This design comes from an exercise in tuning for small area, a short achievable clock period and few clock cycles on the open sky130 flow, not from production work.
Only simulation tests tie the RTL to the original design; equivalence was not proved.
Power and IR drop assume default switching activity.

File: design.v
module lcs_diff #(
    parameter N  = 16,
    parameter TW = 8
) (
    input  wire              clk,
    input  wire              rst,
    input  wire              cmd_valid,
    output wire              cmd_ready,
    input  wire [4:0]        a_len,
    input  wire [4:0]        b_len,
    input  wire [N*TW-1:0]   a_toks,
    input  wire [N*TW-1:0]   b_toks,
    output wire              out_valid,
    input  wire              out_ready,
    output wire [1:0]        out_op,
    output wire [3:0]        out_idx,
    output wire [4:0]        out_len
);
    localparam OP_REM  = 2'd0;
    localparam OP_ADD  = 2'd1;
    localparam OP_KEEP = 2'd2;
    localparam OP_END  = 2'd3;
    localparam E_IDLE = 3'd0;
    localparam E_DP   = 3'd2;
    localparam E_TB   = 3'd3;
    localparam E_EMB  = 3'd4;
    localparam E_DONE = 3'd5;
    localparam E_POST = 3'd6;    
    localparam P_UP1  = 2'd0;
    localparam P_DOWN = 2'd1;
    localparam P_UP2  = 2'd2;
    integer q;
    function [15:0] smear_dn(input [15:0] x);
        reg [15:0] y;
        begin
            y = x;
            y = y | (y >> 1);
            y = y | (y >> 2);
            y = y | (y >> 4);
            y = y | (y >> 8);
            smear_dn = y;
        end
    endfunction
    function [15:0] smear_up(input [15:0] x);
        reg [15:0] y;
        begin
            y = x;
            y = y | (y << 1);
            y = y | (y << 2);
            y = y | (y << 4);
            y = y | (y << 8);
            smear_up = y;
        end
    endfunction
    function himatch(input [15:0] c, input [15:0] mm);
        reg [7:0] a1, m1;
        reg [3:0] a2, m2;
        reg [1:0] a3, m3;
        integer k;
        begin
            for (k = 0; k < 8; k = k + 1) begin
                a1[k] = c[2*k+1] | c[2*k];
                m1[k] = c[2*k+1] ? mm[2*k+1] : (c[2*k] & mm[2*k]);
            end
            for (k = 0; k < 4; k = k + 1) begin
                a2[k] = a1[2*k+1] | a1[2*k];
                m2[k] = a1[2*k+1] ? m1[2*k+1] : m1[2*k];
            end
            for (k = 0; k < 2; k = k + 1) begin
                a3[k] = a2[2*k+1] | a2[2*k];
                m3[k] = a2[2*k+1] ? m2[2*k+1] : m2[2*k];
            end
            himatch = a3[1] ? m3[1] : m3[0];
        end
    endfunction
    function [31:0] low2(input [15:0] x);
        reg [15:0] n0, n1, p0, p1;       
        integer k, d;
        begin
            n0 = ~x;
            n1 = x;
            for (d = 1; d < 16; d = d * 2) begin
                p0 = n0;
                p1 = n1;
                for (k = d; k < 16; k = k + 1) begin
                    n0[k] = p0[k] & p0[k-d];
                    n1[k] = (p1[k] & p0[k-d]) | (p0[k] & p1[k-d]);
                end
            end
            low2 = {x & {n1[14:0], 1'b0}, x & {n0[14:0], 1'b1}};
        end
    endfunction
    function [15:0] lowest(input [15:0] x);
        reg [15:0] z;
        begin
            z = smear_up(x);
            lowest = z & ~(z << 1);
        end
    endfunction
    function [3:0] enc16(input [15:0] x);    
        begin
            enc16[0] = |(x & 16'haaaa);
            enc16[1] = |(x & 16'hcccc);
            enc16[2] = |(x & 16'hf0f0);
            enc16[3] = |(x & 16'hff00);
        end
    endfunction
    function [15:0] dp_row(input [15:0] v, input [15:0] mm);
        reg [15:0] u, gg, pp, cc;
        begin
            u  = v & mm;
            gg = u;                  
            pp = v & ~u;             
            gg = gg | (pp & (gg << 1));  pp = pp & (pp << 1);
            gg = gg | (pp & (gg << 2));  pp = pp & (pp << 2);
            gg = gg | (pp & (gg << 4));  pp = pp & (pp << 4);
            gg = gg | (pp & (gg << 8));
            cc = gg << 1;            
            dp_row = ((v & ~u) ^ cc) | (v & ~mm);
        end
    endfunction
    wire [TW-1:0] A [0:N-1];
    wire [TW-1:0] B [0:N-1];
    genvar g;
    generate
        for (g = 0; g < N; g = g + 1) begin : g_tok
            assign A[g] = a_toks[g*TW +: TW];
            assign B[g] = b_toks[g*TW +: TW];
        end
    endgenerate
    reg [2:0]    e_st;
    reg [2:0]    e_st_n;
    reg          o_r;            
    reg [2:0]    pm1;            
    reg [2:0]    ptr;            
    reg [1:0]    pst;
    reg [2:0]    ptr_d1, ptr_d2, ptr_d3;
    reg          u_first, u_last;    
    reg          t_first, t_last;    
    reg          dum_r;              
    reg [TW-1:0] asel0, asel1;
    reg          av1;
    reg [15:0]   M0, M1;         
    reg [15:0]   Md0, Md1;       
    reg [15:0]   Dr1r;           
    reg [15:0]   vst [0:8];
    reg [15:0]   T, X, Y, GB;
    reg          fail;
    reg [15:0]   PA_e, qthr;
    reg          w_busy;         
    reg          e_pend;         
    reg [4:0]    e_len;
    reg [15:0]   PAs, QBs;       
    reg [15:0]   Xr, sX;         
    reg [3:0]    xidx;           
    reg          hx, hx2;        
    reg [3:0]    w_i, w_j;
    reg [4:0]    a_rem, b_rem;
    reg [4:0]    w_L;
    reg          ov_r;
    reg [1:0]    op_r;
    reg [3:0]    idx_r;
    reg          crdy_r;
    reg          is_post;
    reg          blk_r;          
    assign cmd_ready = crdy_r & ~blk_r;
    assign out_valid = ov_r;
    assign out_op    = op_r;
    assign out_idx   = idx_r;
    assign out_len   = e_len;      
    wire handoff = cmd_valid & cmd_ready;
    wire       idle  = (e_st == E_IDLE);
    wire       le2   = (a_len[4:2] == 3'd0) && (a_len[1:0] != 2'd3);    
    wire       le4   = (a_len[4:3] == 2'd0) && (a_len[2:0] <= 3'd4);    
    wire [2:0] pe    = idle ? {2'b00, ~le2} : ptr;
    wire [TW-1:0] sel0 = idle ? (le2 ? A[0] : A[2]) : A[{ptr, 1'b0}];
    wire [TW-1:0] sel1 = idle ? (le2 ? A[1] : A[3]) : A[{ptr, 1'b1}];
    wire [3:0] p_cur   = (a_len + 5'd1) >> 1;
    wire [2:0] pm1_cur = p_cur[2:0] - 3'd1;
    wire       sv1     = idle ? !(a_len == 5'd1 || a_len == 5'd3) : !(o_r && ptr == pm1);
    reg  [2:0] ptr_n;
    reg  [1:0] pst_n;
    always @(*) begin
        ptr_n = ptr;
        pst_n = pst;
        if (!cmd_valid || cmd_ready) begin
            ptr_n = 3'd0;
            pst_n = P_UP1;
        end else if (idle) begin
            ptr_n = le2 ? 3'd1 : le4 ? 3'd0 : 3'd2;
            pst_n = le2 ? P_UP2 : le4 ? P_DOWN : P_UP1;
        end else begin
            case (pst)
            P_UP1:  if (ptr == pm1) begin pst_n = P_DOWN; ptr_n = ptr - 3'd1; end
                    else ptr_n = ptr + 3'd1;
            P_DOWN: if (ptr == 3'd0)    pst_n = P_UP2;  else ptr_n = ptr - 3'd1;
            default: if (ptr != 3'd7) ptr_n = ptr + 3'd1;
            endcase
        end
    end
    wire [TW-1:0] opa0 = idle ? A[0] : asel0;
    wire [TW-1:0] opa1 = idle ? A[1] : asel1;
    wire          opv1 = idle ? (a_len != 5'd1) : av1;
    reg [15:0] cmp0, cmp1;
    always @(*) begin
        for (q = 0; q < N; q = q + 1) begin
            cmp0[q] = (B[q] == opa0);
            cmp1[q] = (B[q] == opa1) & opv1;
        end
    end
    wire [15:0] vin = (e_st == E_TB) ? vst[2] : vst[0];
    wire [15:0] V1 = dp_row(vin, M0);
    wire [15:0] V2 = dp_row(V1, M1);
    wire [15:0] Dr2 = ~vst[0] | {16{dum}};
    wire [15:0] Dr1 = Dr1r;
    wire        dum = dum_r;                      
    wire [15:0] c1  = (Md1 | Dr2) & T;
    wire [15:0] S1  = smear_dn(c1);
    wire [15:0] H1  = S1 & ~(S1 >> 1);
    wire        d1  = himatch(c1, Md1);
    wire [15:0] ycol = lowest(Y);
    wire        f1  = d1 ? |(GB & ~S1) : |(Md1 & ycol);
    wire [15:0] GB1 = d1 ? (Md1 & (S1 >> 1)) : GB;
    wire [15:0] yc1 = d1 ? H1 : ycol;
    wire [15:0] ti2 = dum ? T : (S1 >> 1);
    wire [15:0] c2  = (Md0 | Dr1) & ti2;
    wire [15:0] S2s = smear_dn(c2);
    wire [15:0] H2s = S2s & ~(S2s >> 1);
    wire        sc2 = d1 | dum;
    wire [15:0] S2  = sc2 ? S2s : S1;
    wire [15:0] H2  = sc2 ? H2s : H1;
    wire        d2  = sc2 ? himatch(c2, Md0) : |(H1 & Md0);
    wire [15:0] T2  = d2 ? (S2 >> 1) : S2;
    wire        f2  = d2 ? |(GB1 & ~S2) : |(Md0 & yc1);
    wire [15:0] GB2 = d2 ? (Md0 & (S2 >> 1)) : GB1;
    wire [15:0] oh0 = 16'd1 << {ptr_d3, 1'b0};    
    wire [15:0] oh1 = 16'd1 << {ptr_d3, 1'b1};    
    wire        tb_last   = t_first;
    wire        tb_fail_n = fail | f1 | f2;
    wire        tb_pass   = !tb_fail_n && (GB2 == 16'd0);
    wire        fail_n    = (e_st == E_TB) ? (tb_last ? !tb_pass : tb_fail_n)
                          : (e_st == E_IDLE) ? 1'b0 : fail;
    wire [15:0] yr   = Y & qthr;
    wire [15:0] ey1, ey1b;                   
    assign {ey1b, ey1} = low2(yr);
    wire [15:0] z1   = smear_up(Md0 & qthr);
    wire [15:0] l1   = z1 & ~(z1 << 1);
    wire [15:0] z2a  = smear_up(Md1 & qthr);           
    wire [15:0] z2b  = smear_up(Md1 & (z1 << 1));      
    wire        h1   = |(Md0 & ey1);
    wire        h2a  = |(Md1 & ey1);
    wire        h2b  = |(Md1 & ey1b);
    wire        h2   = h1 ? h2b : h2a;
    wire [15:0] z2   = h1 ? z2b : z2a;
    wire [15:0] l2   = z2 & ~(z2 << 1);
    wire [15:0] qt1  = h1 ? (z1 << 1) : qthr;
    wire [15:0] qt2  = h2 ? (z2 << 1) : qt1;
    wire [15:0] ey2  = h1 ? ey1b : ey1;
    wire [15:0] Y1   = h1 ? ((Y & ~ey1) | l1) : Y;
    wire [15:0] Y2   = h2 ? ((Y1 & ~ey2) | l2) : Y1;
    wire        emb_end = t_last || ((Y & qthr) == 16'd0);
    always @(*) begin
        e_st_n = e_st;
        case (e_st)
        E_IDLE: if (cmd_valid)
                    e_st_n = (a_len == 5'd0 || b_len == 5'd0) ? E_EMB : E_DP;
        E_DP:   if (u_last) e_st_n = E_TB;
        E_TB:   if (tb_last) e_st_n = E_POST;
        E_POST: if (fail) e_st_n = emb_end ? E_DONE : E_EMB;
                else      e_st_n = handoff ? E_IDLE : E_DONE;
        E_EMB:  if (emb_end) e_st_n = E_DONE;
        E_DONE: if (handoff) e_st_n = E_IDLE;
        default: e_st_n = E_IDLE;
        endcase
        if (!cmd_valid) e_st_n = E_IDLE;
    end
    always @(posedge clk) begin
        asel0  <= sel0;
        asel1  <= sel1;
        av1    <= sv1;
        M0     <= cmp0;
        M1     <= cmp1;
        Md0    <= M0;
        Md1    <= M1;
        Dr1r   <= ~V1;
        ptr_d3 <= ptr_d2;
        t_first <= u_first;
        t_last  <= u_last;
        dum_r   <= o_r && u_last;
        ptr_d1 <= pe;
        ptr_d2 <= idle ? 3'd0 : ptr_d1;
        u_first <= idle ? 1'b1 : (ptr_d1 == 3'd0);
        u_last  <= idle ? le2  : (ptr_d1 == pm1);
        if (idle || e_st == E_DP) begin
            vst[0] <= idle ? 16'hffff : V2;
            for (q = 1; q < 9; q = q + 1) vst[q] <= vst[q-1];
        end else begin
            for (q = 0; q < 8; q = q + 1) vst[q] <= vst[q+1];
        end
        T    <= (e_st == E_TB) ? T2 : ~(16'hffff << b_len);
        GB   <= (e_st == E_TB) ? GB2 : 16'd0;
        qthr <= (e_st == E_EMB || (e_st == E_POST && fail)) ? qt2 : 16'hffff;
        case (e_st)
        E_IDLE: begin
            o_r   <= a_len[0];
            pm1   <= pm1_cur;
            X     <= 16'd0;
            Y     <= 16'd0;
            fail  <= 1'b0;
            PA_e  <= 16'd0;
        end
        E_TB: begin
            X    <= X | (d1 ? oh1 : 16'd0) | (d2 ? oh0 : 16'd0);
            Y    <= Y | (d1 ? H1 : 16'd0) | (d2 ? H2 : 16'd0);
            fail <= fail_n;
        end
        E_EMB, E_POST: if (e_st == E_EMB || fail) begin
            PA_e <= PA_e | (h1 ? oh0 : 16'd0) | (h2 ? oh1 : 16'd0);
            Y    <= Y2;
        end
        default: ;
        endcase
    end
    wire        a_nz = (a_rem != 5'd0);
    wire        b_nz = (b_rem != 5'd0);
    reg  [1:0]  r_op;
    reg  [3:0]  r_idx;
    always @(*) begin
        if (hx) begin
            if (!PAs[0])      begin r_op = OP_REM;  r_idx = w_i;  end
            else if (!QBs[0]) begin r_op = OP_ADD;  r_idx = w_j;  end
            else              begin r_op = OP_KEEP; r_idx = xidx; end
        end else if (a_nz) begin r_op = OP_REM; r_idx = w_i; end
        else if (b_nz)     begin r_op = OP_ADD; r_idx = w_j; end
        else               begin r_op = OP_END; r_idx = 4'd0; end
    end
    wire        r_keep = hx & PAs[0] & QBs[0];
    wire        adv_i  = hx ? (~PAs[0] | QBs[0]) : a_nz;    
    wire        adv_jk = hx ? PAs[0] : (~a_nz & b_nz);      
    wire        hx_n   = r_keep ? hx2 : hx;
    wire        anz_n  = adv_i ? (a_rem != 5'd1) : a_nz;
    wire        bnz_n  = adv_jk ? (b_rem != 5'd1) : b_nz;
    wire        last   = !hx_n && !anz_n && !bnz_n;
    wire [15:0] sxl    = lowest(sX);
    wire [15:0] exl    = lowest(X);
    wire [15:0] ex2    = X & ~exl;
    wire load_out = !ov_r || out_ready;
    wire w_step   = load_out && !e_pend && w_busy;
    wire w_free_n = w_busy ? (w_step && (last || r_op == OP_END)) : !handoff;
    always @(posedge clk) begin
        if (crdy_r) begin
            PAs   <= fail ? PA_e : X;
            QBs   <= Y;
            Xr    <= X;
            sX    <= ex2;
            xidx  <= enc16(exl);
            hx    <= (X != 16'd0);
            hx2   <= (ex2 != 16'd0);
            w_i   <= 4'd0;
            w_j   <= 4'd0;
            a_rem <= a_len;          
            b_rem <= b_len;
            w_L   <= 5'd0;
        end else if (w_step) begin
            if (adv_i) begin
                PAs   <= PAs >> 1;
                w_i   <= w_i + 4'd1;
                a_rem <= a_rem - 5'd1;
            end
            if (adv_jk) begin
                QBs   <= QBs >> 1;
                w_j   <= w_j + 4'd1;
                b_rem <= b_rem - 5'd1;
            end
            if (r_keep) begin
                Xr   <= sX;
                sX   <= sX & ~sxl;
                xidx <= enc16(sxl);
                hx   <= hx2;
                hx2  <= ((sX & ~sxl) != 16'd0);
                w_L  <= w_L + 5'd1;
            end
        end
        if (load_out) begin
            if (e_pend) begin
                op_r  <= OP_END;
                idx_r <= 4'd0;
            end else begin
                op_r  <= r_op;
                idx_r <= r_idx;
            end
        end
        if (w_step && (last || r_op == OP_END))
            e_len <= w_L + {4'd0, r_keep};
        if (rst) begin
            e_st   <= E_IDLE;
            ptr    <= 3'd0;
            pst    <= P_UP1;
            w_busy <= 1'b0;
            e_pend <= 1'b0;
            ov_r   <= 1'b0;
            crdy_r <= 1'b0;
            is_post <= 1'b0;
            blk_r   <= 1'b0;
        end else begin
            e_st   <= e_st_n;
            ptr    <= ptr_n;
            pst    <= pst_n;
            w_busy <= !w_free_n;
            if (load_out) ov_r <= e_pend || w_busy;
            if (load_out && e_pend)
                e_pend <= 1'b0;
            else if (w_step && last && r_op != OP_END)
                e_pend <= 1'b1;
            crdy_r <= (e_st_n == E_DONE || e_st_n == E_POST) && w_free_n;
            is_post <= (e_st_n == E_POST);
            blk_r   <= (e_st_n == E_POST) && fail_n;
        end
    end
endmodule
File: flow/run.sh
#!/bin/bash
set -euo pipefail
bash standard.sh SETUP_SLACK_MARGIN=7.6 'BUFFER_PORTS_ARGS=-buffer_cell sky130_fd_sc_hd__buf_1' finish > make_finish.log 2>&1
File: constraint.sdc
create_clock -name core_clock -period 11.0 [get_ports {clk}]
set_input_delay 2.2000 -clock core_clock [delete_from_list [all_inputs] [get_ports {clk}]]
set_output_delay 2.2000 -clock core_clock [all_outputs]
set_load 0.01 [all_outputs]
File: config.mk
export PLATFORM = sky130hd
export DESIGN_NAME = lcs_diff
export DESIGN_NICKNAME = lcs_diff
export VERILOG_FILES = /design/flow/design.v
export SDC_FILE = /design/flow/constraint.sdc
export NUM_CORES = 4
export LEC_CHECK = 0
export ABC_AREA = 1
export CAP_MARGIN = 30
export CORE_MARGIN = 2
export CORE_UTILIZATION = 40
export CTS_BUF_LIST = sky130_fd_sc_hd__clkbuf_8
export SLEW_MARGIN = 40
File: standard.sh
#!/bin/bash
# synth_recipe.tcl (not shown) runs the flow's synth.tcl, then flattens the netlist and writes it again
# the make line also repeats each setting of config.mk as NAME=value (left out here)
make -C /OpenROAD-flow-scripts/flow DESIGN_CONFIG=/design/flow/config.mk WORK_HOME=/design/flow/orfs CLKGATE_MAP_FILE= SYNTH_SCRIPT=/design/flow/synth_recipe.tcl "${@:-finish}"
==> results of run 1 <==
critical path, stage by stage, from the launching register on:
cell and delay (ns):
dfxtp_4 0.42, buf_4 0.17, inv_6 0.07, nand3_1 0.08, nand2_1 0.08, nand2_2 0.09
nor2_2 0.21, nand2_1 0.14, nand2_2 0.14, nand2_2 0.08, nor3_4 0.32, nand2_2 0.07
nor2_1 0.15, nand2_2 0.10, nand2_8 0.12, nand2_8 0.10, buf_12 0.17, nand2_2 0.08
nand2_2 0.05, nor2_1 0.11, nand2_1 0.07, nor2_2 0.14, nand2_2 0.09, nand2_2 0.08
a21oi_2 0.05
final timing paths:
path                        start                end  slack, ns
max                 dum_r$_DFF_P_     fail$_DFFE_PP_       7.50
max reg2reg         dum_r$_DFF_P_     fail$_DFFE_PP_       7.50
min reg2reg  ptr_d2[0]$_SDFF_PP0_  ptr_d3[0]$_DFF_P_       0.33
min          ptr_d2[0]$_SDFF_PP0_  ptr_d3[0]$_DFF_P_       0.33
power groups by stage:
stage          Sequential (uW)  Clock (uW)  Combinational, uW
6_report                  1900        1630               1360
5_1_grt                   1910        1720               1460
4_1_cts                   1900        1650               1140
3_5_place_dp              1930           0               1010
3_3_place_gp              1930           0               1010
2_1_floorplan             1910           0                693
flip-flops by register name (all words and copies together) (netlist names), 15 cells and up:
signal,cells
GB,16
Dr1r,16
sX,15
M1,16
Md1,16
X,16
M0,16
Y,16
PA_e,16
vst,144
T,16
QBs,16
PAs,16
qthr,16
Md0,16
logic make-up after synthesis:
logic type	synth area share [%]
and+or+nand+nor	28.5
AOI/OAI and AO/OA	16.8
buffers and inverters	8.66
DFF	37.8
xor gates and xnor gates	5.80
adders and majority gates	2.42
per-layer routing:
metal  vias to the layer above  wire length [microns]
met5                         -                      0
met4                         0                   6870
met3                       399                  10900
met2                      1649                  52100
met1                     14000                  45900
li1                      14200                      -
through the flow:
step / std cells / instance area, sq um / utilization [%] / total power [uW] / hold WS [ns]
global placement: 5100 / 29900 / 43.4 / 2940 / 0.313
floorplan: 4000 / 28000 / - / 2600 / 0.310
detailed placement: 5100 / 29900 / 43.5 / 2940 / 0.312
CTS: 5337 / 33000 / 48.0 / 4690 / 0.327
global route: 5427 / 34800 / 50.5 / 5090 / 0.329
finish: 5427 / 34800 / 50.5 / 4890 / 0.327
cell usage in the layout, fill, tap and decap left out, types with 29 or more instances in the layout:
cell	n
a21oi_1	165
a221oi_1	43
buf_1	266
buf_4	151
clkbuf_8	89
dfxtp_1	284
edfxtp_1	143
ha_1	36
inv_1	474
nand2_1	1034
nand2_2	72
nand3_1	189
nand4_1	57
nor2_1	314
nor2_2	48
nor2_4	31
nor3_1	43
nor4_1	29
o211ai_1	35
o21ai_0	271
o22ai_1	54
xnor2_1	70
xor2_1	115
area by class of cell:
type / count / share of cell area, %
multi-input cells: 2926 / 47.0
flip-flops and latches: 456 / 30.5
repair buffers: 480 / 8.81
inverters: 476 / 5.43
clock buffers: 89 / 3.52
well taps: 931 / 3.35
clock inverters: 60 / 1.16
repair inverters: 6 / 0.151
diodes: 3 / 0.0216
repair_timing:
item / in CTS / in global routing
endpoints found under the setup margin: 190 / 125
buffers inserted: 78 / 74
cloned: 10 / 13
gates resized for setup: 204 / 283
pin swaps: 33 / 72
==> flow_metrics.py, run 1 <==
metrics = {
    "run_status": {
        "status": "no timing/DRC/antenna violations",
    },
    "yosys": {
        "yosys_warnings": 2,
        "synth-edff-count": 143,
        "yosys-top-cells-area": "dfxtp_1, edfxtp_1, nand2_1",
        "yosysMostFrequentCell": "nand2_1",
        "synth_flop_cell": "dfxtp_1",
        "synth_area_leader_cell": "dfxtp_1",
        "avgSynthCellArea_sq_um": 6.99,
        "synth_top_area_share_pct": 22.4,
        "ys_top_cells_by_count": "nand2_1, inv_1, nor2_1",
        "yosysUniqueCellTypes": 62,
        "synth_async_sr_flop_share_pct": 0,
        "netlist_instances": 4000,
        "synth.yosys.seq_area_share_pct": 37.8,
        "ys_ff_latch": 456,
        "netlist_area_sq_mm": 0.0279,
        "synth_nets": 4324,
    },
    "die": {
        "row_count": 96,
        "design.core.area_sq_mm": 0.0688,
        "die_area_sq_mm": 0.0720,
        "die_h_microns": 268,
        "floorplan.initialDensity_pct": 40.6,
        "die_w_microns": 268,
        "pin_count": 283,
    },
    "timing": {
        "slew_headroom_pct": 37.4,
        "skew_ns": 0.0765,
        "finalWorstSetupSlack_ns": 7.50,
        "rsz0062_at_grt": "yes",
        "tns_ns": 0,
        "min_period_over_period_pct": 31.8,
        "worst_pin_slew_ns": 0.937,
        "finalHoldViolCount": 0,
        "fin_crit_ns": 3.50,
        "fmax_mhz": 286,
        "drv_slew": 0,
        "setup_viol_count_final": 0,
    },
    "setup_path": {
        "crit_path_max_fanout": 8,
        "cp-end-kind": "register",
        "required_ns": 11.40,
        "r2r_cells": 24,
        "cp_data_arrival_time_ns": 3.91,
        "critPathKind": "register to register",
        "startpoint_type": "register",
    },
    "drt": {
        "vias": 30300,
        "ant_nets": 0,
        "first_pass_iters": 9,
        "post_drt_via_cell_ratio": 5.58,
        "drtIter0Drc": 3049,
        "wl_per_cell_microns": 21.3,
        "route.detailed.drc": 0,
        "totalWireLength_microns": 116000,
    },
    "grt": {
        "met2_usage_pct": 49.9,
        "use_met3_pct": 6.61,
        "grt_max_degree": 96,
        "grt_util_all_layers_pct": 30.8,
        "grt_pass1_wl_microns": 169000,
        "grt-ovfl-total": 0,
        "grtUsageMet1_pct": 38.3,
        "antenna_found_initial": 3,
        "grt_pass1_vias": 28300,
        "top_usage_layer": "met2",
    },
    "power_and_ir_drop": {
        "ir_worst_vdd_mv": 0.131,
        "sw_frac_of_total_pct": 35.6,
        "p_leak_uw": 0.0155,
        "power_density_mw_per_mm2": 141,
        "p_int_uw": 3150,
        "seqPwrFrac_pct": 38.9,
        "clkPwrFrac_pct": 33.2,
        "switchingPower_uw": 1740,
        "combinationalPowerShare_pct": 27.9,
    },
    "finish": {
        "multi_input_area_sq_mm": 0.0163,
        "n_fill_cell": 6944,
        "area_growth_pct": 24.4,
        "nets": 4751,
        "regArea_sq_mm": 0.0106,
        "drive_above_1_share_pct": 15.9,
    },
    "place": {
        "io_buffers": 282,
        "dp_hpwl_microns": 81200,
        "place_congestion": 1.01,
        "pre_cts_ws_ns": 5.59,
    },
    "clock_network": {
        "root_buffer": "clkbuf_8",
        "clk_pin_slew_ns": 0.07,
        "clockBufferDepth": 3,
        "ctsHoldBuffers": 0,
        "cts.sinks": 456,
        "htree_levels": 3,
        "clkLatencyLatePin_ns": 0.74,
        "cts_tree": "built",
        "cts_buffers": 81,
    },
    "job": {
        "drv_cap": 0,
    },
    "min_path": {
        "min_path_cells": 0,
        "hp-class": "register to register",
    },
}
Testbench counts, summed over its fixed seeds: cycles 7,338.
==> run 2, diff against run 1 <==
--- a/config.mk
+++ b/config.mk
@@ -9,5 +9,4 @@
 export CAP_MARGIN = 30
 export CORE_MARGIN = 2
 export CORE_UTILIZATION = 40
-export CTS_BUF_LIST = sky130_fd_sc_hd__clkbuf_8
 export SLEW_MARGIN = 40
==> run 2 against run 1 <==
Effect of this change:
- fmax down 0.24%
- wire length down 1.9%
- clock-buffer cell count down 13
- highest routed layer unchanged
- critical path depth down 1
- die area unchanged
- clock skew up 0.0042 ns
- design area down 0.33%
- still clean on timing, DRC and antenna
- largest cell class unchanged
- power up 3.6%
- flip-flop and latch count unchanged
- worst setup slack worse by 0.0085 ns
==> flow_metrics.py, run 2 <==
metrics = {
    "run_status": {
        "status": "no timing/DRC/antenna violations",
    },
    "clock_network": {
        "cts_tree": "built",
        "cts.sinks": 456,
        "cts_buffers": 53,
        "clockBufferDepth": 3,
        "root_buffer": "clkbuf_16",
        "clkLatencyLatePin_ns": 0.66,
        "clk_pin_slew_ns": 0.06,
        "htree_levels": 2,
    },
    "finish": {
        "n_fill_cell": 6985,
        "nets": 4697,
        "final_common_cell": "nand2_1",
        "final_cell_mix": "nand2_1, inv_1, nor2_1",
        "stdcell_count": 5351,
        "top_register": "vst",
        "area_growth_pct": 24.0,
        "largest_reg_flops": 144,
        "drive_above_1_share_pct": 14.6,
    },
    "timing": {
        "finalHoldViolCount": 0,
        "worst_pin_slew_ns": 0.906,
        "min_period_over_period_pct": 31.9,
        "fmax_mhz": 285,
        "fin_crit_ns": 3.51,
        "drv_slew": 0,
        "skew_ns": 0.0807,
        "rsz0062_at_grt": "yes",
        "setup_viol_count_final": 0,
        "tns_ns": 0,
        "slew_headroom_pct": 39.5,
    },
    "die": {
        "die_w_microns": 268,
        "floorplan.initialDensity_pct": 40.6,
        "die_area_sq_mm": 0.0720,
        "row_count": 96,
        "pin_count": 283,
        "design.core.area_sq_mm": 0.0688,
        "die_h_microns": 268,
    },
    "place": {
        "io_buffers": 282,
        "dp_hpwl_microns": 81200,
        "dp_cells": 5100,
        "place_congestion": 1.01,
    },
    "yosys": {
        "avgSynthCellArea_sq_um": 6.99,
        "synth_area_leader_cell": "dfxtp_1",
        "yosys_warnings": 2,
        "synth_top_area_share_pct": 22.4,
        "synthSimpleGateAreaFrac_pct": 28.5,
        "netlist_instances": 4000,
        "synth_nets": 4324,
        "yosysUniqueCellTypes": 62,
        "synth-edff-count": 143,
        "netlist_area_sq_mm": 0.0279,
        "synth_xor_area_share_pct": 5.80,
        "ys_top_cells_by_count": "nand2_1, inv_1, nor2_1",
        "muxShareOfSynthArea_pct": 0,
        "synth.yosys.seq_area_share_pct": 37.8,
        "synth_top_family_by_area": "simple AND/OR/NAND/NOR gates",
        "synth-adder-area-share_pct": 2.42,
        "yosysMostFrequentCell": "nand2_1",
        "synth_compound_area_share_pct": 16.8,
        "synth_async_sr_flop_share_pct": 0,
        "ys_ff_latch": 456,
        "synth_flop_cell": "dfxtp_1",
        "yosys-top-cells-area": "dfxtp_1, edfxtp_1, nand2_1",
    },
    "setup_path": {
        "cp-end-kind": "register",
        "crit_path_max_fanout": 12,
        "critPathKind": "register to register",
        "startpoint_type": "register",
        "required_ns": 11.32,
        "cp_data_arrival_time_ns": 3.83,
    },
    "grt": {
        "grt_util_all_layers_pct": 30.4,
        "grt-ovfl-total": 0,
        "grt_max_degree": 96,
        "antenna_found_initial": 2,
        "grt_pass1_vias": 27900,
        "grt_pass1_wl_microns": 167000,
    },
    "min_path": {
        "hp-class": "register to register",
    },
    "drt": {
        "totalWireLength_microns": 114000,
        "drtIter0Drc": 3049,
        "route.detailed.drc": 0,
        "ant_nets": 0,
        "wl_per_cell_microns": 21.2,
        "first_pass_iters": 6,
        "post_drt_via_cell_ratio": 5.59,
        "vias": 29900,
    },
    "job": {
        "drv_cap": 0,
    },
    "power_and_ir_drop": {
        "p_leak_uw": 0.0153,
        "power_density_mw_per_mm2": 146,
        "ir_worst_vdd_mv": 0.124,
    },
}
[run 2: area by class of cell]
type                            count  area [sq um]  share of cell area (%)
Antenna cell                        2          5.00                  0.0144
Clock buffer                       76          1590                    4.59
Clock inverter                     24           273                   0.787
Inverter                          476          1860                    5.38
Multi-Input combinational cell   2926         16300                    47.0
Sequential cell                   456         10600                    30.6
Tap cell                          931          1160                    3.36
Timing Repair Buffer              456          2830                    8.18
Timing Repair inverter              4          32.5                  0.0939
[run 2: path summary, 6_finish.rpt]
path                        start           endpoint  slack, ns  cells after the start
max                 dum_r$_DFF_P_     fail$_DFFE_PP_       7.49                     23
min          ptr_d2[2]$_SDFF_PP0_  ptr_d3[2]$_DFF_P_       0.33                      0
max reg2reg         dum_r$_DFF_P_     fail$_DFFE_PP_       7.49                     23
min reg2reg  ptr_d2[2]$_SDFF_PP0_  ptr_d3[2]$_DFF_P_       0.33                      0
[run 2: where the power goes]
part           internal, uW  switching (uW)
clock network          1090             780
registers              1830            66.2
logic                   438             858
total                  3360            1700
[run 2: metrics by stage]
| step | instance area [sq um] | utilization (%) | hold WS [ns] | power, uW | worst slack [ns] |
|---|---|---|---|---|---|
| after detailed placement | 29900 | 43.5 | 0.312 | 2940 | 5.59 |
| after global placement | 29900 | 43.4 | 0.313 | 2940 | 5.72 |
| after CTS | 33100 | 48.1 | 0.326 | 4930 | 7.50 |
| after floorplan | 28000 | - | 0.310 | 2600 | 7.55 |
| after global routing | 34700 | 50.3 | 0.328 | 5260 | 7.39 |
| final | 34700 | 50.3 | 0.326 | 5070 | 7.49 |
[run 2: routing by layer]
layer	share of wire (%)	vias up	track usage [%]
li1	-	14100	-
met1	40	13900	38.1
met2	45	1529	49.3
met3	9.2	319	6.43
met4	5.5	0	15.8
met5	0	-	0
[run 2: cells by family after synthesis]
kind of cell	after synthesis
AO/OA/AOI/OAI	776
XOR/XNOR	185
adder cells (fa/ha/maj)	54
buffers and inverters	624
flip-flops	456
AND/OR/NAND/NOR	1905
[run 2: critical path, cell delays in order, from the launching register on]
cell        delay, ns
dfxtp_4          0.41
inv_16           0.10
nand3_1          0.11
nand2_2          0.13
nand2_4          0.10
nor2_4           0.19
buf_4            0.15
nand2_2          0.08
inv_2            0.10
nand3_4          0.18
nand2_4          0.16
clkinvlp_4       0.20
buf_4            0.20
buf_6            0.14
nand2_1          0.06
nand2_1          0.07
nand2_1          0.07
nand4_1          0.09
nor2_2           0.17
nand3_2          0.13
nand2_1          0.07
nand2_1          0.06
a21oi_2          0.14
a21oi_1          0.08
[run 2: timing repair]
item                       CTS  global route
resized for setup          191           250
gates cloned                12             6
buffers inserted            58            73
pin swaps                   25            74
hold buffers                 0             0
setup endpoints to repair  182           126
==> run 3, diff against run 2 <==
==> flow/run.sh (replaced) <==
#!/bin/bash
set -euo pipefail
bash standard.sh SETUP_SLACK_MARGIN=7.4 'BUFFER_PORTS_ARGS=-buffer_cell sky130_fd_sc_hd__buf_1' finish > make_finish.log 2>&1
--- a/config.mk
+++ b/config.mk
@@ -9,4 +9,5 @@
 export CAP_MARGIN = 30
 export CORE_MARGIN = 2
 export CORE_UTILIZATION = 40
+export CTS_BUF_LIST = sky130_fd_sc_hd__clkbuf_8
 export SLEW_MARGIN = 40
==> run 3 against run 2 <==
Effect of this change:
- still clean
- non-clock buffer count down 43
- clock-buffer cell count rose by 23
- wire length down 1.5%
- design area decreased by 2.2%
- power fell by 2.9%
- hold slack is essentially flat
- clock power down 5%
- via count is essentially flat
- global-route usage decreased by 0.41 points
- register-to-register slack got worse by 0.14 ns
- critical endpoint is now cmd_ready
==> flow_metrics.py, run 3 <==
metrics = {
    "run_status": {
        "status": "no timing/DRC/antenna violations",
    },
    "setup_path": {
        "crit_path_max_fanout": 2,
        "regToRegStartpoint": "Md1[0]$_DFF_P_",
        "r2r_end": "fail$_DFFE_PP_",
        "cp-end-kind": "output pin",
        "startpoint_type": "register",
        "cp_data_arrival_time_ns": 1.56,
        "ff2ff_setup_slack_ns": 7.35,
        "critPathKind": "register to output pin",
        "r2r_cells": 18,
        "required_ns": 8.80,
    },
    "grt": {
        "top_usage_layer": "met2",
        "grtUsageMet1_pct": 40.7,
        "antenna_found_initial": 8,
        "grt_max_degree": 97,
        "grt-ovfl-total": 0,
        "grt_pass1_wl_microns": 165000,
        "grt_util_all_layers_pct": 30.0,
        "grt_pass1_vias": 27400,
        "use_met3_pct": 5.57,
        "met2_usage_pct": 45.8,
    },
    "drt": {
        "drtIter0Drc": 3167,
        "totalWireLength_microns": 112000,
        "wl_per_cell_microns": 20.9,
        "route.detailed.drc": 0,
        "post_drt_via_cell_ratio": 5.58,
        "vias": 29900,
        "first_pass_iters": 6,
        "ant_nets": 0,
    },
    "clock_network": {
        "cts_tree": "built",
        "clockBufferDepth": 3,
        "clk_pin_slew_ns": 0.06,
        "cts_buffers": 82,
        "ctsHoldBuffers": 0,
        "cts.sinks": 456,
        "root_buffer": "clkbuf_8",
        "htree_levels": 3,
        "clkLatencyLatePin_ns": 0.72,
    },
    "timing": {
        "fmax_mhz": 266,
        "slew_headroom_pct": 45.4,
        "drv_slew": 0,
        "skew_ns": 0.0598,
        "worst_pin_slew_ns": 0.813,
        "tns_ns": 0,
        "fin_crit_ns": 3.76,
        "setup_viol_count_final": 0,
        "rsz0062_at_grt": "yes",
        "finalHoldViolCount": 0,
        "min_period_over_period_pct": 34.2,
    },
    "place": {
        "place_congestion": 1.02,
        "placed_area_sq_mm": 0.0299,
        "io_buffers": 282,
        "dp_hpwl_microns": 80800,
    },
    "die": {
        "die_area_sq_mm": 0.0720,
        "die_h_microns": 268,
        "floorplan.initialDensity_pct": 40.6,
        "design.core.area_sq_mm": 0.0688,
        "row_count": 96,
        "die_w_microns": 268,
        "pin_count": 283,
    },
    "finish": {
        "largest_reg_flops": 144,
        "finish.instance_area_sq_mm": 0.0339,
        "drive_above_1_share_pct": 12.1,
        "final_cell_mix": "nand2_1, inv_1, nor2_1",
        "top_register": "vst",
        "final_common_cell": "nand2_1",
        "n_fill_cell": 6989,
        "area_growth_pct": 21.3,
        "nets": 4680,
    },
    "power_and_ir_drop": {
        "ir_worst_vdd_mv": 0.0966,
        "p_leak_uw": 0.0151,
        "power_density_mw_per_mm2": 145,
    },
    "min_path": {
        "min_to": "ptr_d3[1]$_DFF_P_",
        "hold_start": "ptr_d2[1]$_SDFF_PP0_",
        "hp-class": "register to register",
        "min_path_cells": 0,
    },
    "yosys": {
        "synth_top_area_share_pct": 22.4,
        "netlist_instances": 4000,
        "avgSynthCellArea_sq_um": 6.99,
        "synth-edff-count": 143,
        "synth.yosys.seq_area_share_pct": 37.8,
        "yosys_warnings": 2,
        "yosys-top-cells-area": "dfxtp_1, edfxtp_1, nand2_1",
        "synth_area_leader_cell": "dfxtp_1",
        "netlist_area_sq_mm": 0.0279,
        "ys_top_cells_by_count": "nand2_1, inv_1, nor2_1",
        "synth_flop_cell": "dfxtp_1",
        "yosysMostFrequentCell": "nand2_1",
        "synth_async_sr_flop_share_pct": 0,
        "synth_nets": 4324,
        "yosysUniqueCellTypes": 62,
        "ys_ff_latch": 456,
    },
    "job": {
        "drv_cap": 0,
    },
}
-- run 3: metal layers --
metal	wire, microns	vias to the layer above
met4	5720	4
li1	-	14100
met5	27	-
met1	47300	13800
met2	48000	1681
met3	10900	305
-- run 3: through the flow --
step,hold WS (ns),power (uW),cells,util [%],setup slack [ns]
floorplan,0.310,2600,4000,-,7.35
global placement,0.314,2940,5100,43.4,5.69
detailed placement,0.315,2930,5100,43.4,5.55
CTS,0.331,4800,5294,47.6,7.17
global route,0.334,5120,5360,49.2,7.20
finish,0.327,4920,5362,49.2,7.24
-- run 3: worst max-delay path, stage by stage, from the launching register on --
cell and delay [ns]:
dfxtp_4 0.35, buf_12 0.11, inv_8 0.03, buf_16 0.11, nor2_4 0.11, buf_6 0.12
-- run 3: worst max path at each step --
stage / start / end / cells after the start
finish: crdy_r$_SDFF_PP0_ / cmd_ready / 5
global route: crdy_r$_SDFF_PP0_ / cmd_ready / 5
CTS: crdy_r$_SDFF_PP0_ / cmd_ready / 5
detailed placement: dum_r$_DFF_P_ / fail$_DFFE_PP_ / 18
global placement: dum_r$_DFF_P_ / fail$_DFFE_PP_ / 18
floorplan: out_ready / e_pend$_SDFFE_PP0P_ / 6
-- run 3: logic make-up (layout without fill, tap and decap cells) --
family	after synthesis	count (layout)	synth area share [%]
AO/OA/AOI/OAI	776	776	16.8
other	0	7	0
XOR/XNOR	185	185	5.80
flip-flops	456	456	37.8
adder cells (fa/ha/maj)	54	54	2.42
buffers and inverters	624	1042	8.66
AND/OR/NAND/NOR	1905	1911	28.5
-- run 3: where the power goes --
group | total [uW] | internal (uW) | leakage (uW) | switching [uW]
Combinational | 1240 | 408 | 0.0101 | 834
Sequential | 1900 | 1830 | 0.00396 | 67.4
Clock | 1780 | 996 | 0.00102 | 782
-- run 3: final cells by class --
class | instances | area [sq um] | share of cell area, %
sequential | 456 | 10600 | 31.2
tap | 931 | 1160 | 3.44
multi-input combinational | 2926 | 15900 | 46.9
timing repair inverter | 1 | 7.51 | 0.0222
antenna | 7 | 17.5 | 0.0517
timing repair buffer | 413 | 2510 | 7.40
clock buffer | 99 | 1360 | 4.02
inverter | 476 | 1870 | 5.53
clock inverter | 53 | 470 | 1.39
-- run 3: what timing repair did --
action,4_1_cts,5_1_grt
setup endpoints to repair,153,131
pin swaps,14,43
gates cloned,13,6
endpoints found under the hold margin,0,0
resized for setup,135,167
buffers inserted,29,55
==> run 4, diff against run 3 <==
==> flow/run.sh (replaced) <==
#!/bin/bash
set -euo pipefail
bash standard.sh SETUP_SLACK_MARGIN=7.8 'BUFFER_PORTS_ARGS=-buffer_cell sky130_fd_sc_hd__buf_1' finish > make_finish.log 2>&1
--- a/config.mk
+++ b/config.mk
@@ -9,5 +9,4 @@
 export CAP_MARGIN = 30
 export CORE_MARGIN = 2
 export CORE_UTILIZATION = 40
-export CTS_BUF_LIST = sky130_fd_sc_hd__clkbuf_8
 export SLEW_MARGIN = 40
==> run 4 against run 3 <==
Effect of this change:
- synthesized cell count unchanged
- hold slack got worse by 0.0012 ns
- flip-flop and latch count unchanged
- final cell count increased by 1.9%
- wire length increased by 8.1%
- non-clock buffer count increased by 148
- design area increased by 9.5%
- first-iteration DRC count increased by 8.1%
- register-to-register slack improved by 0.16 ns
- area after synthesis unchanged
- global-route usage increased by 2.1 points
- critical endpoint unchanged
==> flow_metrics.py, run 4 <==
metrics = {
    "finish": {
        "stdcell_count": 5464,
        "final_cell_mix": "nand2_1, inv_1, nor2_1",
        "regArea_sq_mm": 0.0106,
        "nets": 4806,
        "area_growth_pct": 32.7,
        "multi_input_area_sq_mm": 0.0173,
        "final_common_cell": "nand2_1",
        "top_register": "vst",
        "finish.utilization_pct": 53.9,
        "n_fill_cell": 6682,
        "drive_above_1_share_pct": 20.5,
        "largest_reg_flops": 144,
    },
    "yosys": {
        "synth_flop_cell": "dfxtp_1",
        "ys_ff_latch": 456,
        "synth_area_leader_cell": "dfxtp_1",
        "synth.yosys.seq_area_share_pct": 37.8,
        "avgSynthCellArea_sq_um": 6.99,
        "ys_top_cells_by_count": "nand2_1, inv_1, nor2_1",
        "netlist_area_sq_mm": 0.0279,
        "synth_nets": 4324,
        "yosysMostFrequentCell": "nand2_1",
        "yosysUniqueCellTypes": 62,
        "synth-edff-count": 143,
        "synth_top_area_share_pct": 22.4,
        "yosys_warnings": 2,
        "synth_async_sr_flop_share_pct": 0,
        "yosys-top-cells-area": "dfxtp_1, edfxtp_1, nand2_1",
        "netlist_instances": 4000,
    },
    "drt": {
        "drtIter0Drc": 3425,
        "ant_nets": 0,
        "vias": 31100,
        "route.detailed.drc": 0,
        "wl_per_cell_microns": 22.1,
        "post_drt_via_cell_ratio": 5.70,
        "totalWireLength_microns": 121000,
        "first_pass_iters": 6,
    },
    "min_path": {
        "hp-class": "register to register",
    },
    "die": {
        "die_h_microns": 268,
        "pin_count": 283,
        "design.core.area_sq_mm": 0.0688,
        "row_count": 96,
        "die_area_sq_mm": 0.0720,
        "floorplan.initialDensity_pct": 40.6,
        "die_w_microns": 268,
    },
    "setup_path": {
        "cp_data_arrival_time_ns": 1.31,
        "critPathKind": "register to output pin",
        "path_cells": "inv_12, nor2_4, buf_6",
        "required_ns": 8.80,
        "critPathBufInv": 2,
        "startpoint_type": "register",
        "crit_path_max_fanout": 2,
        "path_delay_family": "flip-flops",
        "ff2ff_setup_slack_ns": 7.51,
        "cp-end-kind": "output pin",
        "crit_slowest_cell": "dfxtp_4",
        "max_stage_delay_ns": 0.39,
    },
    "timing": {
        "fmax_mhz": 285,
        "hold_slack_ns": 0.326,
        "finalHoldViolCount": 0,
        "rsz0062_at_grt": "yes",
        "tns_ns": 0,
        "skew_ns": 0.0353,
        "drv_slew": 0,
        "setup_viol_count_final": 0,
        "worst_pin_slew_ns": 0.984,
        "slew_headroom_pct": 33.9,
        "min_period_over_period_pct": 31.9,
        "fin_crit_ns": 3.51,
    },
    "power_and_ir_drop": {
        "sw_frac_of_total_pct": 34.6,
        "p_int_uw": 3500,
        "ir_worst_vdd_mv": 0.142,
        "switchingPower_uw": 1850,
        "combinationalPowerShare_pct": 31.0,
        "seqPwrFrac_pct": 35.6,
        "power_density_mw_per_mm2": 144,
        "power_uw": 5350,
        "clkPwrFrac_pct": 33.5,
        "p_leak_uw": 0.0163,
    },
    "grt": {
        "grt_pass1_wl_microns": 176000,
        "antenna_found_initial": 6,
        "grt_max_degree": 106,
        "grt_util_all_layers_pct": 32.1,
        "grt-ovfl-total": 0,
        "grt_pass1_vias": 28900,
    },
    "clock_network": {
        "cts_tree": "built",
        "clkLatencyLatePin_ns": 0.63,
        "clockBufferDepth": 3,
        "cts_buffers": 52,
        "root_buffer": "clkbuf_16",
        "cts.sinks": 456,
        "htree_levels": 2,
        "clk_pin_slew_ns": 0.06,
    },
    "place": {
        "place_congestion": 1.02,
        "dp_cells": 5094,
        "io_buffers": 282,
        "dp_hpwl_microns": 84200,
    },
    "run_status": {
        "status": "no timing/DRC/antenna violations",
    },
    "job": {
        "drv_cap": 0,
    },
}
[run 4: cell counts after synthesis]
No cell type changed its count.
[run 4: routing by layer]
metal / track usage [%] / part of all wire [%] / vias up
met5: 0 / 0.011 / -
met4: 18.0 / 6.8 / 2
met3: 5.36 / 9.2 / 458
met2: 50.6 / 44 / 1765
met1: 41.8 / 40 / 14600
li1: - / - / 14300
[run 4: logic make-up (layout without fill, tap and decap cells)]
group | Yosys count | in the layout | share of synthesized area [%]
adder cells (fa/ha/maj) | 54 | 54 | 2.42
XOR/XNOR | 185 | 185 | 5.80
other | 0 | 7 | 0
buffers and inverters | 624 | 1146 | 8.66
flip-flops | 456 | 456 | 37.8
AND/OR/NAND/NOR | 1905 | 1909 | 28.5
AO/OA/AOI/OAI | 776 | 776 | 16.8
[run 4: worst paths after layout]
check,from,to,cells past startpoint
min,ptr_d2[2]$_SDFF_PP0_,ptr_d3[2]$_DFF_P_,0
min reg2reg,ptr_d2[2]$_SDFF_PP0_,ptr_d3[2]$_DFF_P_,0
max,crdy_r$_SDFF_PP0_,cmd_ready,3
max reg2reg,Md1[1]$_DFF_P_,fail$_DFFE_PP_,19
[run 4: through the flow]
| step | cell area (sq um) | worst slack, ns |
|---|---|---|
| after detailed placement | 30100 | 5.27 |
| after global placement | 30100 | 5.38 |
| final | 37100 | 7.49 |
| after global routing | 37100 | 7.39 |
| after CTS | 35000 | 7.48 |
| after floorplan | 28300 | 7.64 |
[run 4: power groups by stage]
stage / sequential (uW) / combinational [uW] / clock [uW]
floorplan: 1910 / 711 / 0
global placement: 1940 / 1010 / 0
detailed placement: 1940 / 1010 / 0
CTS: 1900 / 1320 / 1800
global route: 1910 / 1740 / 1870
finish: 1900 / 1660 / 1790
[run 4: area by class of cell]
cell class	count	area share, %
clock inverters	29	0.806
repair buffers	561	11.2
inverters	476	5.28
well taps	931	3.14
flip-flops and latches	456	28.6
repair inverters	11	0.270
multi-input cells	2924	46.7
clock buffers	69	3.96
diodes	7	0.0472
[run 4: what timing repair did]
item | 4_1_cts | 5_1_grt
hold buffers | 0 | 0
resized for setup | 402 | 355
gates cloned | 19 | 9
pin swaps | 94 | 146
setup endpoints to repair | 218 | 147
setup buffers | 159 | 78
==> run 5, diff against run 4 <==
--- a/design.v
+++ b/design.v
@@ -143,7 +143,7 @@
     reg [15:0]   M0, M1;         
     reg [15:0]   Md0, Md1;       
     reg [15:0]   Dr1r;           
-    reg [15:0]   vst [0:8];
+    reg [15:0]   vst [0:7];
     reg [15:0]   T, X, Y, GB;
     reg          fail;
     reg [15:0]   PA_e, qthr;
@@ -208,7 +208,7 @@
             cmp1[q] = (B[q] == opa1) & opv1;
         end
     end
-    wire [15:0] vin = (e_st == E_TB) ? vst[2] : vst[0];
+    wire [15:0] vin = ((e_st == E_TB) ? vst[2] : vst[0]) | {16{u_first}};
     wire [15:0] V1 = dp_row(vin, M0);
     wire [15:0] V2 = dp_row(V1, M1);
     wire [15:0] Dr2 = ~vst[0] | {16{dum}};
@@ -291,11 +291,11 @@
         ptr_d2 <= idle ? 3'd0 : ptr_d1;
         u_first <= idle ? 1'b1 : (ptr_d1 == 3'd0);
         u_last  <= idle ? le2  : (ptr_d1 == pm1);
-        if (idle || e_st == E_DP) begin
-            vst[0] <= idle ? 16'hffff : V2;
-            for (q = 1; q < 9; q = q + 1) vst[q] <= vst[q-1];
+        if (e_st == E_DP) begin
+            vst[0] <= V2;
+            for (q = 1; q < 8; q = q + 1) vst[q] <= vst[q-1];
         end else begin
-            for (q = 0; q < 8; q = q + 1) vst[q] <= vst[q+1];
+            for (q = 0; q < 7; q = q + 1) vst[q] <= vst[q+1];
         end
         T    <= (e_st == E_TB) ? T2 : ~(16'hffff << b_len);
         GB   <= (e_st == E_TB) ? GB2 : 16'd0;
==> flow/run.sh (replaced) <==
#!/bin/bash
set -euo pipefail
bash standard.sh SETUP_SLACK_MARGIN=7.6 'BUFFER_PORTS_ARGS=-buffer_cell sky130_fd_sc_hd__buf_1' finish > make_finish.log 2>&1
==> run 5 against run 4 <==
Effect of this change:
- worst setup slack lost 0.0021 ns
- critical path type is now register to register
- power shrank 10%
- still clean on timing, DRC and antenna
- sequential share of layout area grew 1.1 points
- global-route usage shrank 4.2 points
- fmax is essentially flat
- register-to-register slack lost 0.02 ns
- design area shrank 7.0%
==> flow_metrics.py, run 5 <==
metrics = {
    "run_status": {
        "status": "no timing/DRC/antenna violations",
    },
    "setup_path": {
        "path_delay_family": "compound AO/OA/AOI/OAI gates",
        "regToRegStartpoint": "e_st[1]$_SDFF_PP0_",
        "cp_data_arrival_time_ns": 3.95,
        "r2r_cells": 26,
        "r2r_end": "vst[0][15]$_DFF_P_",
        "cp-end-kind": "register",
        "required_ns": 11.44,
        "crit_start": "e_st[1]$_SDFF_PP0_",
        "max_stage_delay_ns": 0.36,
        "startpoint_type": "register",
        "ff2ff_setup_slack_ns": 7.49,
        "critPathKind": "register to register",
        "crit_slowest_cell": "dfxtp_2",
        "cp_common_cell": "nand2_2",
        "crit_path_max_fanout": 5,
        "critPathBufInv": 4,
    },
    "die": {
        "pin_count": 283,
        "die_w_microns": 266,
        "die_area_sq_mm": 0.0708,
        "row_count": 96,
        "design.core.area_sq_mm": 0.0683,
        "die_h_microns": 266,
        "floorplan.initialDensity_pct": 40.2,
    },
    "finish": {
        "drive_above_1_share_pct": 16.7,
        "area_growth_pct": 25.5,
        "top_register": "vst",
        "largest_reg_flops": 128,
        "nets": 4628,
        "final_cell_mix": "nand2_1, inv_1, o21ai_0",
        "finish.instance_area_sq_mm": 0.0345,
        "final_common_cell": "nand2_1",
    },
    "drt": {
        "route.detailed.drc": 0,
        "first_pass_iters": 7,
        "post_drt_via_cell_ratio": 5.57,
        "drtIter0Drc": 3403,
        "totalWireLength_microns": 104000,
        "wl_per_cell_microns": 19.9,
        "ant_nets": 0,
        "vias": 29100,
    },
    "timing": {
        "fin_crit_ns": 3.51,
        "min_period_over_period_pct": 31.9,
        "slew_headroom_pct": 46.0,
        "fmax_mhz": 285,
        "finalHoldViolCount": 0,
        "tns_ns": 0,
        "finalWorstSetupSlack_ns": 7.49,
        "worst_pin_slew_ns": 0.806,
        "drv_slew": 0,
        "rsz0062_at_grt": "yes",
        "skew_ns": 0.0320,
        "setup_viol_count_final": 0,
    },
    "yosys": {
        "netlist_instances": 3896,
        "synth_nets": 4220,
        "netlist_area_sq_mm": 0.0275,
        "synth_area_leader_cell": "dfxtp_1",
        "synth_flop_cell": "dfxtp_1",
        "avgSynthCellArea_sq_um": 7.06,
        "yosysMostFrequentCell": "nand2_1",
        "ys_top_cells_by_count": "nand2_1, inv_1, nor2_1",
        "synth-edff-count": 143,
        "ys_ff_latch": 440,
        "yosys_warnings": 2,
        "synth_top_area_share_pct": 21.6,
        "yosysUniqueCellTypes": 72,
        "yosys-top-cells-area": "dfxtp_1, edfxtp_1, nand2_1",
        "synth_async_sr_flop_share_pct": 0,
        "synth.yosys.seq_area_share_pct": 37.3,
    },
    "power_and_ir_drop": {
        "clkPwrFrac_pct": 33.8,
        "switchingPower_uw": 1590,
        "power_density_mw_per_mm2": 139,
        "ir_worst_vdd_mv": 0.101,
        "combinationalPowerShare_pct": 26.1,
        "sw_frac_of_total_pct": 33.1,
        "p_leak_uw": 0.0145,
        "p_int_uw": 3220,
        "seqPwrFrac_pct": 40.1,
    },
    "grt": {
        "grt_pass1_vias": 27000,
        "grt_max_degree": 61,
        "grt_pass1_wl_microns": 155000,
        "antenna_found_initial": 6,
        "grt_util_all_layers_pct": 27.9,
        "grt-ovfl-total": 0,
    },
    "min_path": {
        "min_to": "ptr_d3[1]$_DFF_P_",
        "hp-class": "register to register",
        "hold_start": "ptr_d2[1]$_SDFF_PP0_",
        "min_path_cells": 0,
    },
    "clock_network": {
        "cts_buffers": 48,
        "cts_tree": "built",
        "clk_pin_slew_ns": 0.06,
        "clkLatencyLatePin_ns": 0.60,
        "htree_levels": 2,
        "ctsHoldBuffers": 0,
        "cts.sinks": 440,
        "clockBufferDepth": 3,
        "root_buffer": "clkbuf_16",
    },
    "place": {
        "io_buffers": 282,
        "pre_cts_ws_ns": 5.88,
        "dp_hpwl_microns": 74800,
        "placed_area_sq_mm": 0.0295,
        "place_congestion": 0.976,
    },
    "job": {
        "drv_cap": 0,
    },
}
-- run 5: final cells by class --
type / instances / area [sq um]
Timing Repair Buffer: 494 / 3120
Timing Repair inverter: 5 / 41.3
Fill cell: 6830 / 33800
Antenna cell: 3 / 7.51
Tap cell: 882 / 1100
Clock inverter: 28 / 285
Multi-Input combinational cell: 2782 / 16300
Clock buffer: 60 / 1290
Inverter: 533 / 2130
Sequential cell: 440 / 10300
-- run 5: per-stage QoR --
stage / instances / utilization, % / power [uW] / hold slack (ns)
after floorplan: 3896 / - / 2610 / 0.310
after global placement: 4941 / 43.0 / 2930 / 0.311
after detailed placement: 4942 / 43.1 / 2930 / 0.312
after CTS: 5134 / 47.8 / 4680 / 0.326
after global routing: 5227 / 50.5 / 5020 / 0.333
final: 5227 / 50.5 / 4800 / 0.323
-- run 5: repair_timing --
action,4_1_cts,5_1_grt
resized for setup,186,284
setup buffers,90,85
cloned,14,5
pin swaps,73,144
setup endpoints to repair,110,77
-- run 5: how the worst max path moves through the flow --
| stage | depth (start not counted) | to |
|---|---|---|
| 3_3_place_gp | 19 | Y[13]$_SDFFCE_PN0P_ |
| 2_1_floorplan | 7 | M1[2]$_DFF_P_ |
| 5_1_grt | 26 | vst[0][15]$_DFF_P_ |
| 6_report | 26 | vst[0][15]$_DFF_P_ |
| 3_5_place_dp | 19 | Y[13]$_SDFFCE_PN0P_ |
| 4_1_cts | 26 | vst[0][15]$_DFF_P_ |
-- run 5: kinds of logic after synthesis --
| kind of cell | share of synthesized area (%) |
|---|---|
| adder cells (fa/ha/maj) | 2.49 |
| buffers and inverters | 9.64 |
| AO/OA/AOI/OAI | 18.5 |
| AND/OR/NAND/NOR | 26.2 |
| XOR/XNOR | 5.83 |
| flip-flops | 37.3 |
-- run 5: worst reg2reg max path, stage by stage, from the launching register on --
cell	delay [ns]
dfxtp_2	0.36
inv_4	0.05
nor2_4	0.13
nand2_4	0.12
a21oi_2	0.17
o21ai_2	0.08
nand2_2	0.08
inv_2	0.06
ha_4	0.16
nor2_4	0.09
nand2_2	0.08
a31oi_4	0.17
inv_1	0.06
nand2_1	0.06
nand2_2	0.08
a21oi_4	0.15
nor2_2	0.05
or2_1	0.23
a21oi_2	0.18
nand2_1	0.08
a31oi_1	0.15
ha_2	0.22
nor2_2	0.06
inv_2	0.08
nor3_4	0.05
a2111oi_4	0.27
a22oi_1	0.11
-- run 5: per-layer routing --
layer / GRT usage, % / vias up / part of all wire, %
met5: 0 / - / 0.026
met4: 11.4 / 4 / 4.6
met3: 4.56 / 284 / 9.0
met2: 44.9 / 1531 / 45
met1: 37.1 / 13500 / 41
li1: - / 13800 / -
-- run 5: power groups by stage --
stage                     Clock [uW]  Sequential (uW)  Combinational (uW)
after floorplan                    0             1910                 699
after global placement             0             1960                 972
after detailed placement           0             1960                 975
after CTS                       1660             1920                1100
after global routing            1720             1940                1360
final                           1630             1920                1250
Testbench counts of run 5, summed over its fixed seeds: cycles 7,338.
==> run 6, diff against run 5 <==
--- a/config.mk
+++ b/config.mk
@@ -9,4 +9,5 @@
 export CAP_MARGIN = 30
 export CORE_MARGIN = 2
 export CORE_UTILIZATION = 40
+export CTS_BUF_LIST = sky130_fd_sc_hd__clkbuf_8
 export SLEW_MARGIN = 40
==> run 6 against run 5 <==
Effect of this change:
- synthesized cell count did not move
- final cell count rose by 1.5%
- largest power group unchanged
- power fell by 1.4%
- critical path type unchanged
- non-clock buffer count rose by 24
- still clean
- die area did not move
- sequential power barely moved
==> flow_metrics.py, run 6 <==
metrics = {
    "min_path": {
        "hold_start": "ptr_d2[0]$_SDFF_PP0_",
        "hp-class": "register to register",
        "min_to": "ptr_d3[0]$_DFF_P_",
        "min_path_cells": 0,
    },
    "setup_path": {
        "startpoint_type": "register",
        "cp_data_arrival_time_ns": 4.05,
        "r2r_cells": 25,
        "crit_path_max_fanout": 5,
        "regToRegStartpoint": "e_st[1]$_SDFF_PP0_",
        "cp-end-kind": "register",
        "ff2ff_setup_slack_ns": 7.46,
        "required_ns": 11.51,
        "critPathKind": "register to register",
        "r2r_end": "vst[0][15]$_DFF_P_",
    },
    "finish": {
        "area_growth_pct": 26.0,
        "final_cell_mix": "nand2_1, inv_1, o21ai_0",
        "top_register": "vst",
        "drive_above_1_share_pct": 18.1,
        "n_fill_cell": 6795,
        "nets": 4682,
        "final_common_cell": "nand2_1",
        "stdcell_count": 5306,
        "largest_reg_flops": 128,
    },
    "die": {
        "die_area_sq_mm": 0.0708,
        "row_count": 96,
        "die_w_microns": 266,
        "design.core.area_sq_mm": 0.0683,
        "die_h_microns": 266,
        "pin_count": 283,
        "floorplan.initialDensity_pct": 40.2,
    },
    "place": {
        "place_congestion": 0.976,
        "dp_hpwl_microns": 74800,
        "io_buffers": 282,
        "dp_cells": 4942,
        "pre_cts_ws_ns": 5.88,
    },
    "power_and_ir_drop": {
        "ir_worst_vdd_mv": 0.0702,
        "combinationalPowerShare_pct": 26.9,
        "clkPwrFrac_pct": 32.5,
        "power_density_mw_per_mm2": 137,
        "power_uw": 4730,
        "sw_frac_of_total_pct": 34.0,
        "seqPwrFrac_pct": 40.7,
        "switchingPower_uw": 1610,
        "p_leak_uw": 0.0148,
        "p_int_uw": 3130,
    },
    "grt": {
        "antenna_found_initial": 7,
        "grt-ovfl-total": 0,
        "grt_util_all_layers_pct": 28.0,
        "grt_max_degree": 61,
        "grt_pass1_wl_microns": 155000,
        "grt_pass1_vias": 27300,
    },
    "yosys": {
        "yosys-top-cells-area": "dfxtp_1, edfxtp_1, nand2_1",
        "synth-edff-count": 143,
        "ys_top_cells_by_count": "nand2_1, inv_1, nor2_1",
        "synth_area_leader_cell": "dfxtp_1",
        "synth.yosys.seq_area_share_pct": 37.3,
        "synth_top_area_share_pct": 21.6,
        "ys_ff_latch": 440,
        "synth_flop_cell": "dfxtp_1",
        "yosysMostFrequentCell": "nand2_1",
        "netlist_instances": 3896,
        "synth_nets": 4220,
        "avgSynthCellArea_sq_um": 7.06,
        "yosysUniqueCellTypes": 72,
        "synth_async_sr_flop_share_pct": 0,
        "yosys_warnings": 2,
        "netlist_area_sq_mm": 0.0275,
    },
    "drt": {
        "vias": 29300,
        "ant_nets": 0,
        "wl_per_cell_microns": 19.7,
        "totalWireLength_microns": 104000,
        "first_pass_iters": 8,
        "post_drt_via_cell_ratio": 5.52,
        "route.detailed.drc": 0,
        "drtIter0Drc": 3182,
    },
    "clock_network": {
        "clockBufferDepth": 3,
        "clkLatencyLatePin_ns": 0.69,
        "htree_levels": 3,
        "ctsHoldBuffers": 0,
        "root_buffer": "clkbuf_8",
        "clk_pin_slew_ns": 0.06,
        "cts_tree": "built",
        "cts.sinks": 440,
        "cts_buffers": 78,
    },
    "run_status": {
        "status": "no timing/DRC/antenna violations",
    },
    "timing": {
        "slew_headroom_pct": 46.3,
        "worst_pin_slew_ns": 0.803,
        "finalHoldViolCount": 0,
        "finalWorstSetupSlack_ns": 7.46,
        "fmax_mhz": 282,
        "rsz0062_at_grt": "yes",
        "drv_slew": 0,
        "tns_ns": 0,
        "skew_ns": 0.0417,
        "min_period_over_period_pct": 32.2,
        "fin_crit_ns": 3.54,
        "setup_viol_count_final": 0,
    },
    "job": {
        "drv_cap": 0,
    },
}
[run 6: cell count changes in the layout (fill, tap and decap cells not counted), sizes merged]
cell and change:
clkinvlp +3, bufinv -1, nand2 +1, buf +15, diode +1, clkbuf +43, inv +17
[run 6: cell type report]
cell class / instances / area [sq um] / area share, %
clock buffers: 94 / 1290 / 3.73
multi-input cells: 2783 / 16200 / 46.9
well taps: 882 / 1100 / 3.19
repair inverters: 4 / 36.3 / 0.105
inverters: 533 / 2130 / 6.14
clock inverters: 48 / 268 / 0.773
repair buffers: 518 / 3300 / 9.51
flip-flops and latches: 440 / 10300 / 29.7
diodes: 4 / 10.0 / 0.0289
[run 6: kinds of logic (layout without fill, tap and decap cells)]
logic type | Yosys count | in the layout | synth area share [%]
other cells | 0 | 4 | 0
simple gates | 1697 | 1704 | 26.2
buf+inv | 680 | 1197 | 9.64
xor+xnor | 183 | 183 | 5.83
fa+ha+maj | 55 | 55 | 2.49
flops | 440 | 440 | 37.3
compound gates | 841 | 841 | 18.5
[run 6: routing by layer]
metal	GRT usage (%)	up-vias	share of wire, %
met2	45.0	1521	45
met3	4.77	313	8.9
met4	13.0	4	4.7
li1	-	14000	-
met5	0	-	0.026
met1	36.7	13500	41
[run 6: worst max path at each step]
stage	startpoint	end	slack, ns	depth (start not counted)
final	e_st[1]$_SDFF_PP0_	vst[0][15]$_DFF_P_	7.46	25
after global routing	e_st[1]$_SDFF_PP0_	vst[0][15]$_DFF_P_	7.23	26
after CTS	e_st[1]$_SDFF_PP0_	vst[0][15]$_DFF_P_	7.24	26
after detailed placement	dum_r$_DFF_P_	Y[13]$_SDFFCE_PN0P_	5.88	19
after global placement	dum_r$_DFF_P_	Y[13]$_SDFFCE_PN0P_	5.99	19
after floorplan	a_toks[15]	M1[2]$_DFF_P_	7.58	7
[run 6: critical path: stages, from the launching register on]
cell and delay (ns):
dfxtp_2 0.35, inv_4 0.04, nor2_4 0.13, nand2_4 0.12, a21oi_2 0.16, o21ai_2 0.07
nand2_1 0.10, inv_2 0.06, ha_4 0.16, nor2_4 0.09, nand2_2 0.08, a31oi_4 0.17
inv_1 0.05, nand2_1 0.06, nand2_2 0.06, a21oi_2 0.16, nor2_1 0.07, or2_1 0.23
a21oi_2 0.18, nand2_1 0.08, a31oi_1 0.15, ha_2 0.23, buf_4 0.12, nor2_1 0.07
a2111oi_4 0.27, a22oi_1 0.11
[run 6: power by group through the flow]
| stage | clock network, uW | registers (uW) | logic, uW |
|---|---|---|---|
| 3_3_place_gp | 0 | 1960 | 972 |
| 6_report | 1540 | 1930 | 1270 |
| 4_1_cts | 1570 | 1920 | 1100 |
| 2_1_floorplan | 0 | 1910 | 699 |
| 3_5_place_dp | 0 | 1960 | 975 |
| 5_1_grt | 1640 | 1940 | 1370 |
[run 6: timing repair]
action / CTS / global route
resized for setup: 184 / 297
pin swaps: 71 / 145
cloned: 13 / 6
hold endpoints to repair: 0 / 0
buffers inserted: 90 / 109
setup endpoints to repair: 122 / 94
[run 6: metrics by stage]
stage | instance area [sq um] | util (%) | hold slack, ns
after floorplan | 27700 | - | 0.310
after global placement | 29400 | 43.0 | 0.311
after detailed placement | 29500 | 43.1 | 0.312
after CTS | 32600 | 47.7 | 0.325
after global routing | 34600 | 50.7 | 0.333
final | 34600 | 50.7 | 0.325

afterwards: timing with drivers on the ports:
No port has a modelled driver above. Below, the same layouts with a new extraction and two added sets of constraints. Step 1: set_driving_cell puts a clkbuf_16 on clk and a buf_2 on each other input, an assumption about the parent block. Step 2 adds t to the input delays and takes it off the output delays; t is the mean of the earliest and latest rising clock arrival at the registers after step 1. Input paths then give back, and output paths get back, about the clock's delay inside the block. Three values: ideal ports, drivers, drivers and shift; two values: the first two.
| run | shift t [ns] | slack for setup (ns) | worst hold slack (ns) | worst setup path after step 2 | pins driven straight from the clock port |
|---|---|---|---|---|---|
| run 1 | 0.760 | 7.499 / 7.442 / 6.893 | 0.327 / 0.327 / 0.327 | input to register | 1 |
| run 2 | 0.682 | 7.491 / 7.491 / 6.972 | 0.326 / 0.326 / 0.326 | input to register | 1 |
| run 3 | 0.758 | 7.242 / 7.177 / 6.726 | 0.327 / 0.327 / 0.327 | input to register | 1 |
| run 4 | 0.677 | 7.495 / 7.427 / 7.111 | 0.326 / 0.326 / 0.326 | input to register | 1 |
| run 5 | 0.653 | 7.493 / 7.492 / 6.905 | 0.323 / 0.323 / 0.323 | input to register | 1 |
| run 6 | 0.730 | 7.456 / 7.415 / 6.917 | 0.325 / 0.325 / 0.325 | input to register | 1 |
After both steps setup and hold are still met in every run listed. For run 1, which loses most, drivers alone change the setup slack by -0.057 ns; drivers and shift together by -0.606 ns.
